From an optimization exercise on the open Yosys and OpenROAD flow, aimed at a short achievable clock period and few clock cycles per item; shortcuts taken in it are not production practice.
The RTL was checked by simulation tests, not by an equivalence proof against the original design.

==> flow/design.v <==
module ap2_alu (
    input  wire [3:0]  op,       
    input  wire [15:0] a,        
    input  wire [15:0] b,        
    input  wire [4:0]  k,        
    output reg  [15:0] r,
    output reg         c,
    output reg         ov,
    output reg         wr_c,     
    output reg         wr_ov     
);
    wire [16:0] sum  = {1'b0, a} + {1'b0, b};
    wire [15:0] diff = a - b;
    wire [15:0] prod = a * b;
    wire [31:0] a_ext = {16'b0, a};
    wire [16:0] a_17  = {1'b0, a};
    wire [4:0]  k_m1  = k - 5'd1;
    wire [4:0]  shl_i = 5'd16 - k;
    always @(*) begin
        r     = 16'h0000;
        c     = 1'b0;
        ov    = 1'b0;
        wr_c  = 1'b0;
        wr_ov = 1'b0;
        case (op)
            4'h4: begin  
                r     = sum[15:0];
                c     = sum[16];
                ov    = (a[15] == b[15]) && (r[15] != a[15]);
                wr_c  = 1'b1;
                wr_ov = 1'b1;
            end
            4'h5: begin  
                r     = diff;
                c     = a < b;
                ov    = (a[15] != b[15]) && (r[15] != a[15]);
                wr_c  = 1'b1;
                wr_ov = 1'b1;
            end
            4'h6: begin  
                r     = prod;
                c     = sum[16];
                ov    = (a[15] == b[15]) && (b[15] != r[15]);
                wr_c  = 1'b1;
                wr_ov = 1'b1;
            end
            4'h7: r = a & b;    
            4'h8: r = a | b;    
            4'h9: r = ~a;       
            4'hA: r = a ^ b;    
            4'hB: begin  
                r    = a >> k;
                c    = (k == 5'd0) ? 1'b0 : a_ext[k_m1];
                wr_c = 1'b1;
            end
            4'hC: begin  
                r     = a << k;
                c     = (k > 5'd16) ? 1'b0 : a_17[shl_i];
                ov    = c;
                wr_c  = 1'b1;
                wr_ov = 1'b1;
            end
            4'hD: begin  
                r    = {a[0], a[15:1]};
                c    = a[0];
                wr_c = 1'b1;
            end
            4'hE: begin  
                r    = {a[14:0], a[15]};
                c    = a[15];
                wr_c = 1'b1;
            end
            default: ;
        endcase
    end
endmodule
module ap2_core (
    input  wire        clk,
    input  wire        rst,           
    input  wire        start,         
    input  wire [16:0] image_end,     
    output reg         mem_req,
    output reg         mem_we,
    output reg  [15:0] mem_addr,
    output reg  [15:0] mem_wdata,
    input  wire [15:0] mem_rdata,
    input  wire        mem_ready,
    output wire        done,          
    output wire [1:0]  stop_reason,   
    output wire [15:0] r0,
    output wire [15:0] r1,
    output wire [15:0] r2,
    output wire [15:0] r3,
    output wire [15:0] r4,
    output wire [15:0] r5,
    output wire [15:0] r6,
    output wire [15:0] r7,
    output wire [15:0] pc_out,
    output wire [15:0] sp_out,
    output wire        flag_c,
    output wire        flag_ov,
    output wire        flag_z,
    output wire        flag_s
);
    localparam [15:0] STACK_START = 16'h8200;
    localparam [15:0] STACK_SIZE  = 16'd16;
    localparam [15:0] STACK_FLOOR = STACK_START - STACK_SIZE;
    localparam [2:0] S_IDLE  = 3'd0,
                     S_FETCH = 3'd1,
                     S_EXEC  = 3'd2,
                     S_MEM   = 3'd3,
                     S_DONE  = 3'd4;
    localparam [1:0] STOP_NONE = 2'd0,
                     STOP_HALT = 2'd1,
                     STOP_RSVD = 2'd2,
                     STOP_END  = 2'd3;
    reg [2:0]  state;
    reg [15:0] x [0:7];
    reg [15:0] pc;
    reg [15:0] sp;
    reg [15:0] ir;
    reg        fc, fov, fz, fs;
    reg [1:0]  reason;
    wire [3:0]  cls   = ir[15:12];
    wire [2:0]  fd    = ir[10:8];
    wire [2:0]  fm    = ir[7:5];
    wire [2:0]  fn    = ir[4:2];
    wire [15:0] imm9  = {7'b0, ir[10:2]};
    wire [15:0] imm8m = {8'b0, ir[7:0]};
    wire [15:0] imm8s = {8'b0, ir[10:8], ir[4:0]};
    wire is_nop  = (ir == 16'h0000);
    wire is_c0   = (cls == 4'h0) && !is_nop;
    wire is_jmp  = is_c0 && ir[11];
    wire is_psh  = is_c0 && !ir[11] && (ir[1:0] == 2'b01);
    wire is_pop  = is_c0 && !ir[11] && (ir[1:0] == 2'b10);
    wire is_cmp  = is_c0 && !ir[11] && (ir[1:0] == 2'b11);
    wire is_rsvd = is_c0 && !ir[11] && (ir[1:0] == 2'b00);
    wire is_mov  = (cls == 4'h1);
    wire is_str  = (cls == 4'h2);
    wire is_ldr  = (cls == 4'h3);
    wire is_alu  = (cls >= 4'h4) && (cls <= 4'hE);
    wire is_halt = (cls == 4'hF);
    wire [15:0] xm = x[fm];
    wire [15:0] xn = x[fn];
    wire push_ok = sp > STACK_FLOOR;
    wire pop_ok  = (sp >= STACK_FLOOR) && (sp < STACK_START);
    reg jump_taken;
    always @(*) begin
        case (ir[1:0])
            2'b00: jump_taken = 1'b1;               
            2'b01: jump_taken = fz && !fs;          
            2'b10: jump_taken = !fz && fs;          
            default: jump_taken = !fz && !fs;       
        endcase
    end
    wire [15:0] alu_r;
    wire        alu_c, alu_ov, alu_wr_c, alu_wr_ov;
    ap2_alu u_alu (
        .op    (cls),
        .a     (xm),
        .b     (xn),
        .k     (ir[4:0]),
        .r     (alu_r),
        .c     (alu_c),
        .ov    (alu_ov),
        .wr_c  (alu_wr_c),
        .wr_ov (alu_wr_ov)
    );
    wire at_end = {1'b0, pc} >= image_end;
    always @(*) begin
        mem_req   = 1'b0;
        mem_we    = 1'b0;
        mem_addr  = pc;
        mem_wdata = xn;
        case (state)
            S_FETCH: begin
                mem_req  = !at_end;
                mem_addr = pc;
            end
            S_MEM: begin
                mem_req = 1'b1;
                if (is_ldr) begin
                    mem_addr = xm;
                end else if (is_str) begin
                    mem_we    = 1'b1;
                    mem_addr  = xm;
                    mem_wdata = ir[11] ? imm8s : xn;
                end else if (is_psh) begin
                    mem_we    = 1'b1;
                    mem_addr  = sp;
                    mem_wdata = xn;
                end else begin  
                    mem_addr = sp + 16'd2;
                end
            end
            default: ;
        endcase
    end
    integer i;
    always @(posedge clk) begin
        if (rst) begin
            state  <= S_IDLE;
            reason <= STOP_NONE;
        end else begin
            case (state)
                S_IDLE, S_DONE: begin
                    if (start) begin
                        for (i = 0; i < 8; i = i + 1)
                            x[i] <= 16'h0000;
                        pc     <= 16'h0000;
                        sp     <= STACK_START;
                        fc     <= 1'b0;
                        fov    <= 1'b0;
                        fz     <= 1'b0;
                        fs     <= 1'b0;
                        reason <= STOP_NONE;
                        state  <= S_FETCH;
                    end
                end
                S_FETCH: begin
                    if (at_end) begin
                        reason <= STOP_END;
                        state  <= S_DONE;
                    end else if (mem_ready) begin
                        ir    <= mem_rdata;
                        pc    <= pc + 16'd2;
                        state <= S_EXEC;
                    end
                end
                S_EXEC: begin
                    state <= S_FETCH;
                    if (is_halt) begin
                        reason <= STOP_HALT;
                        state  <= S_DONE;
                    end else if (is_rsvd) begin
                        reason <= STOP_RSVD;
                        state  <= S_DONE;
                    end else if (is_jmp) begin
                        if (jump_taken)
                            pc <= pc + imm9;
                    end else if (is_psh) begin
                        if (push_ok)
                            state <= S_MEM;
                    end else if (is_pop) begin
                        if (pop_ok)
                            state <= S_MEM;
                    end else if (is_cmp) begin
                        fz <= (xm == xn);
                        fs <= (xm < xn);
                    end else if (is_mov) begin
                        x[fd] <= ir[11] ? imm8m : xm;
                    end else if (is_str || is_ldr) begin
                        state <= S_MEM;
                    end else if (is_alu) begin
                        x[fd] <= alu_r;
                        fz    <= (alu_r == 16'h0000);
                        fs    <= alu_r[15];
                        if (alu_wr_c)
                            fc <= alu_c;
                        if (alu_wr_ov)
                            fov <= alu_ov;
                    end
                end
                S_MEM: begin
                    if (mem_ready) begin
                        state <= S_FETCH;
                        if (is_ldr) begin
                            x[fd] <= mem_rdata;
                        end else if (is_psh) begin
                            sp <= sp - 16'd2;
                        end else if (is_pop) begin
                            sp <= sp + 16'd2;
                            x[{1'b0, ir[9:8]}] <= mem_rdata;
                        end
                    end
                end
                default: state <= S_IDLE;
            endcase
        end
    end
    assign done        = (state == S_DONE);
    assign stop_reason = reason;
    assign r0 = x[0];
    assign r1 = x[1];
    assign r2 = x[2];
    assign r3 = x[3];
    assign r4 = x[4];
    assign r5 = x[5];
    assign r6 = x[6];
    assign r7 = x[7];
    assign pc_out  = pc;
    assign sp_out  = sp;
    assign flag_c  = fc;
    assign flag_ov = fov;
    assign flag_z  = fz;
    assign flag_s  = fs;
endmodule
==> flow/run.sh <==
#!/bin/bash
# synth_recipe.tcl (not shown) runs the flow's synth.tcl, then flattens the netlist and writes it again
# the make line also repeats each setting of config.mk as NAME=value (left out here)
make -C /OpenROAD-flow-scripts/flow DESIGN_CONFIG=/design/flow/config.mk WORK_HOME=/design/flow/orfs CLKGATE_MAP_FILE= SYNTH_SCRIPT=/design/flow/synth_recipe.tcl finish
==> flow/config.mk <==
export PLATFORM = sky130hd
export DESIGN_NAME = ap2_core
export DESIGN_NICKNAME = ap2_core
export VERILOG_FILES = /design/flow/design.v
export SDC_FILE = /design/flow/constraint.sdc
export NUM_CORES = 4
export LEC_CHECK = 0
export CAP_MARGIN = 20
export CORE_MARGIN = 2
export CORE_UTILIZATION = 40
export SLEW_MARGIN = 20
==> flow/constraint.sdc <==
create_clock -name core_clock -period 10.0 [get_ports {clk}]
set_input_delay 2.0000 -clock core_clock [delete_from_list [all_inputs] [get_ports {clk}]]
set_output_delay 2.0000 -clock core_clock [all_outputs]
set_load 0.01 [all_outputs]
==> flow_results.xml <==
<?xml version="1.0" encoding="UTF-8"?>
<metrics>
  <group name="yosys">
    <metric name="postSynthRegisterBits" unit="">190</metric>
    <metric name="synth-main-ff-cell" unit="">edfxtp_1</metric>
    <metric name="yosys.area.top_type_share" unit="%">25.9</metric>
    <metric name="yosys_warnings" unit="">2</metric>
    <metric name="postSynthAreaPerCell" unit="um^2">9.27</metric>
    <metric name="asyncSetResetFlopFracSynth" unit="%">0</metric>
    <metric name="number_of_flops_mapped_to_enable_cells_by_yosys" unit="">179</metric>
    <metric name="postSynthCellCount" unit="">2237</metric>
    <metric name="mappedNetlistArea" unit="um^2">20700</metric>
    <metric name="synth.top_cells.by_area" unit="">edfxtp_1 (26%), mux4_2 (9.6%), ha_1 (8.0%), fa_1 (7.9%), nor2_1 (6.2%)</metric>
    <metric name="synth_top_area_cell" unit="">edfxtp_1</metric>
    <metric name="sequential_cell_area_fraction_in_the_yosys_report" unit="%">27.0</metric>
    <metric name="postSynthNetCount" unit="">2488</metric>
    <metric name="synth_cell_type_count" unit="">87</metric>
  </group>
  <group name="critical_path">
    <metric name="timing.critical_path.slowest_cell_delay" unit="ps">800</metric>
    <metric name="critical_path.max_fanout" unit="">32</metric>
    <metric name="path_common_cell" unit="">fa_1</metric>
    <metric name="critPathSlowestCell" unit="">mux2i_2</metric>
    <metric name="worst-r2r-setup-slack" unit="ps">710</metric>
    <metric name="critical_path_cell_sequence" unit="">buf_4 -&gt; mux4_2 -&gt; mux2i_2 -&gt; inv_1 -&gt; nand2_1 -&gt; fa_1 -&gt; fa_1 -&gt; fa_1 -&gt; fa_1 -&gt; fa_1 -&gt; fa_1 -&gt; xor2_1 -&gt; xnor2_1 -&gt; xnor2_1 -&gt; xnor2_1 -&gt; xnor2_1 -&gt; xnor3_1 -&gt; xnor3_1 -&gt; nand2_1 -&gt; or4b_4 -&gt; a222oi_1 -&gt; buf_4 -&gt; nor2_1</metric>
    <metric name="critPathArrivalTime" unit="ps">9500</metric>
    <metric name="worstReg2RegEnd" unit="">x[0][15]$_SDFFCE_PN0P_</metric>
    <metric name="rr_worst_depth" unit="">23</metric>
    <metric name="cp-start-kind" unit="">flop</metric>
    <metric name="critPathCaptureType" unit="">flop</metric>
    <metric name="crit_type" unit="">flop to flop</metric>
    <metric name="required" unit="ps">10210</metric>
  </group>
  <group name="grt">
    <metric name="use_met2" unit="%">54.0</metric>
    <metric name="grt_pass1_wl" unit="mm">132</metric>
    <metric name="grt_max_degree" unit="">48</metric>
    <metric name="grtUsageMet3" unit="%">5.87</metric>
    <metric name="antenna_found_initial" unit="">2</metric>
    <metric name="grt_usage" unit="%">33.7</metric>
    <metric name="busiest_layer" unit="">met2</metric>
    <metric name="globalRouteMet1Util" unit="%">45.7</metric>
    <metric name="globalRoute.totalOverflow" unit="">0</metric>
    <metric name="first_global_vias" unit="">19000</metric>
  </group>
  <group name="clock_network">
    <metric name="tritoncts_buffers" unit="">17</metric>
    <metric name="h_tree_level_count" unit="">4</metric>
    <metric name="cts.path.max_buffers" unit="">2</metric>
    <metric name="clk_lat_worst_skew" unit="ps">500</metric>
    <metric name="post_cts_resized" unit="">0</metric>
    <metric name="cts.reportedPaths.clkPinSlew" unit="ps">80</metric>
    <metric name="tritoncts" unit="">yes</metric>
    <metric name="cts_root_buffer" unit="">clkbuf_16</metric>
    <metric name="post_cts.repair.setup_buffers" unit="">0</metric>
    <metric name="clock_sink_count" unit="">190</metric>
    <metric name="post_cts_hold_buffer_count" unit="">0</metric>
  </group>
  <group name="sta">
    <metric name="unrepaired_setup_endpoints_after_global_routing" unit="">false</metric>
    <metric name="finClkSkew" unit="ps">12.7</metric>
    <metric name="setup_viol" unit="">0</metric>
    <metric name="tightest_slew" unit="ps">1330</metric>
    <metric name="final_hold_viol_count" unit="">0</metric>
    <metric name="slew_violations" unit="">0</metric>
    <metric name="final.period_utilization" unit="%">92.9</metric>
    <metric name="worst_slew_margin_rel" unit="%">10.0</metric>
    <metric name="final.setup.tns" unit="ps">0</metric>
    <metric name="fmax" unit="GHz">0.108</metric>
    <metric name="final.min_clock_period" unit="ps">9290</metric>
  </group>
  <group name="detailed_routing">
    <metric name="viasPerCell" unit="">6.30</metric>
    <metric name="post_route_antenna_net_violation_count" unit="">0</metric>
    <metric name="dr.pass1.iters" unit="">9</metric>
    <metric name="route.vias.total" unit="">19700</metric>
    <metric name="wire_per_inst" unit="um">29.1</metric>
    <metric name="wl" unit="mm">91.1</metric>
    <metric name="initialDrtViolationCount" unit="">2306</metric>
    <metric name="drc_errors" unit="">0</metric>
  </group>
  <group name="floorplanning">
    <metric name="die_w" unit="um">232</metric>
    <metric name="floorplan.core_area" unit="um^2">51300</metric>
    <metric name="design.portCount" unit="">238</metric>
    <metric name="start_util" unit="%">40.4</metric>
    <metric name="std_cell_rows" unit="">83</metric>
    <metric name="chipHeight" unit="um">232</metric>
    <metric name="design.die.area" unit="um^2">53700</metric>
  </group>
  <group name="cells_and_area">
    <metric name="num-nets-final" unit="">2684</metric>
    <metric name="syn_to_final_growth" unit="%">18.3</metric>
    <metric name="layout.cells.most_common" unit="">nor2_1</metric>
    <metric name="post_route_cells_drive_above_1_share" unit="%">10.5</metric>
    <metric name="final_cell_mix" unit="">nor2_1 (340), clkdlybuf4s50_1 (236), inv_1 (190)</metric>
  </group>
  <group name="placement">
    <metric name="place.gp.congestion" unit="">1.02</metric>
    <metric name="hpwl" unit="mm">69.9</metric>
    <metric name="placement.io_buffers" unit="">236</metric>
  </group>
  <group name="min_path">
    <metric name="min_delay_path_depth" unit="">2</metric>
    <metric name="min-delay-start" unit="">reason[0]$_SDFFE_PP0P_</metric>
    <metric name="min_to" unit="">reason[0]$_SDFFE_PP0P_</metric>
    <metric name="min_path_type" unit="">flop to flop</metric>
  </group>
  <group name="run_status">
    <metric name="status" unit="">timing/DRC/antenna clean</metric>
  </group>
  <group name="run">
    <metric name="max_cap_violations" unit="">0</metric>
  </group>
</metrics>
metal layers:
metal / vias to the layer above / wire [um]
li1: 8471 / -
met1: 9845 / 37400
met2: 1183 / 42200
met3: 200 / 8020
met4: 0 / 3500
met5: - / 0
sequential cells by signal, summed over array words and instances (netlist names), named ones only:
name,cells
ir,16
fov,1
fs,1
fc,1
x,128
sp,15
state,3
reason,2
pc,16
fz,1
cell usage after synthesis, types with 13 or more instances:
cell type,number
a31oi_1,15
inv_1,190
o21bai_1,15
mux4_2,88
mux2i_1,76
and3_1,14
nor2_1,340
nor2b_1,38
clkbuf_1,91
fa_1,82
nor4_1,15
a21o_1,21
xor2_1,18
nand3_1,38
xnor2_1,68
o21ai_0,88
o221ai_1,14
edfxtp_1,179
mux2_2,19
or3_1,15
a21oi_1,113
o22ai_1,34
nand2_1,181
nor3_1,41
a211oi_1,21
a22oi_1,14
ha_1,132
o211ai_1,14
nand2b_1,13
a221oi_1,18
mux2_1,16
area by class of cell:
type / instances / area [um^2]
fill: 4956 / 26800
multi-input combinational: 1717 / 13800
sequential: 190 / 5600
timing repair buffer: 306 / 2890
tap: 680 / 851
inverter: 201 / 754
clock buffer: 17 / 425
clock inverter: 15 / 194
antenna: 3 / 7.51
metrics by stage:
stage | hold WS (ps) | setup WS, ps | util (%) | std cells | instance area, um^2
after floorplan | 530 | 2080 | - | 2237 | 20700
after global placement | 559 | 887 | 46.6 | 3093 | 23900
after detailed placement | 558 | 861 | 46.6 | 3093 | 23900
after CTS | 577 | 817 | 47.8 | 3125 | 24500
after global routing | 609 | 508 | 47.8 | 3126 | 24500
final | 579 | 706 | 47.8 | 3129 | 24500
logic make-up after synthesis:
kind of cell,synth area share (%)
multiplexers,15.9
adder cells (fa/ha/maj),15.9
buffers and inverters,6.67
AO/OA/AOI/OAI,14.8
AND/OR/NAND/NOR,15.7
XOR/XNOR,4.08
other,0.0181
flip-flops,27.0
how the worst max path moves through the flow:
stage               start                     end  slack, ps
floorplan            flop  x[0][15]$_SDFFCE_PN0P_       2080
global placement     flop  x[2][15]$_SDFFCE_PN0P_        890
detailed placement   flop  x[1][15]$_SDFFCE_PN0P_        860
CTS                  flop  x[0][15]$_SDFFCE_PN0P_        820
global route         flop  x[3][15]$_SDFFCE_PN0P_        510
finish               flop  x[0][15]$_SDFFCE_PN0P_        710
critical path, delay by kind of cell (launching register included):
| family | cells | cell delay (ps) |
|---|---|---|
| flops | 1 | 470 |
| simple gates | 4 | 850 |
| mux | 2 | 1410 |
| fa+ha+maj | 6 | 2980 |
| compound gates | 1 | 370 |
| xor+xnor | 7 | 1670 |
| buf+inv | 3 | 1230 |
Testbench counts, summed over its fixed seeds: cycles 111,184, instrs 48,662.

## port drivers added, routing unchanged
The flow's constraints put no driver on any port. The routed layout listed below was extracted and timed again, unchanged, in two steps.
Step 1 sets driving cells, clkbuf_16 on the clock port and buf_2 on the other inputs (assumed; they add their load-dependent delay and slew).
Step 2 also shifts input and output timing later by t, the mid clock arrival at the registers, as if the neighbouring blocks saw the same clock.
a / b / c = ideal ports / drivers / drivers and shift; a / b = the first two.
t (ns): 0.546
setup slack, ns: 0.706 / 0.706 / 0.706
worst hold slack (ns): 0.579 / 0.579 / 0.579
worst setup path after step 2: register to register
clock arrival spread, ns: 0.013 / 0.012
After both steps this run still meets setup and hold. The setup slack of this run moves by 0.000 ns with the drivers and by 0.000 ns with both steps.
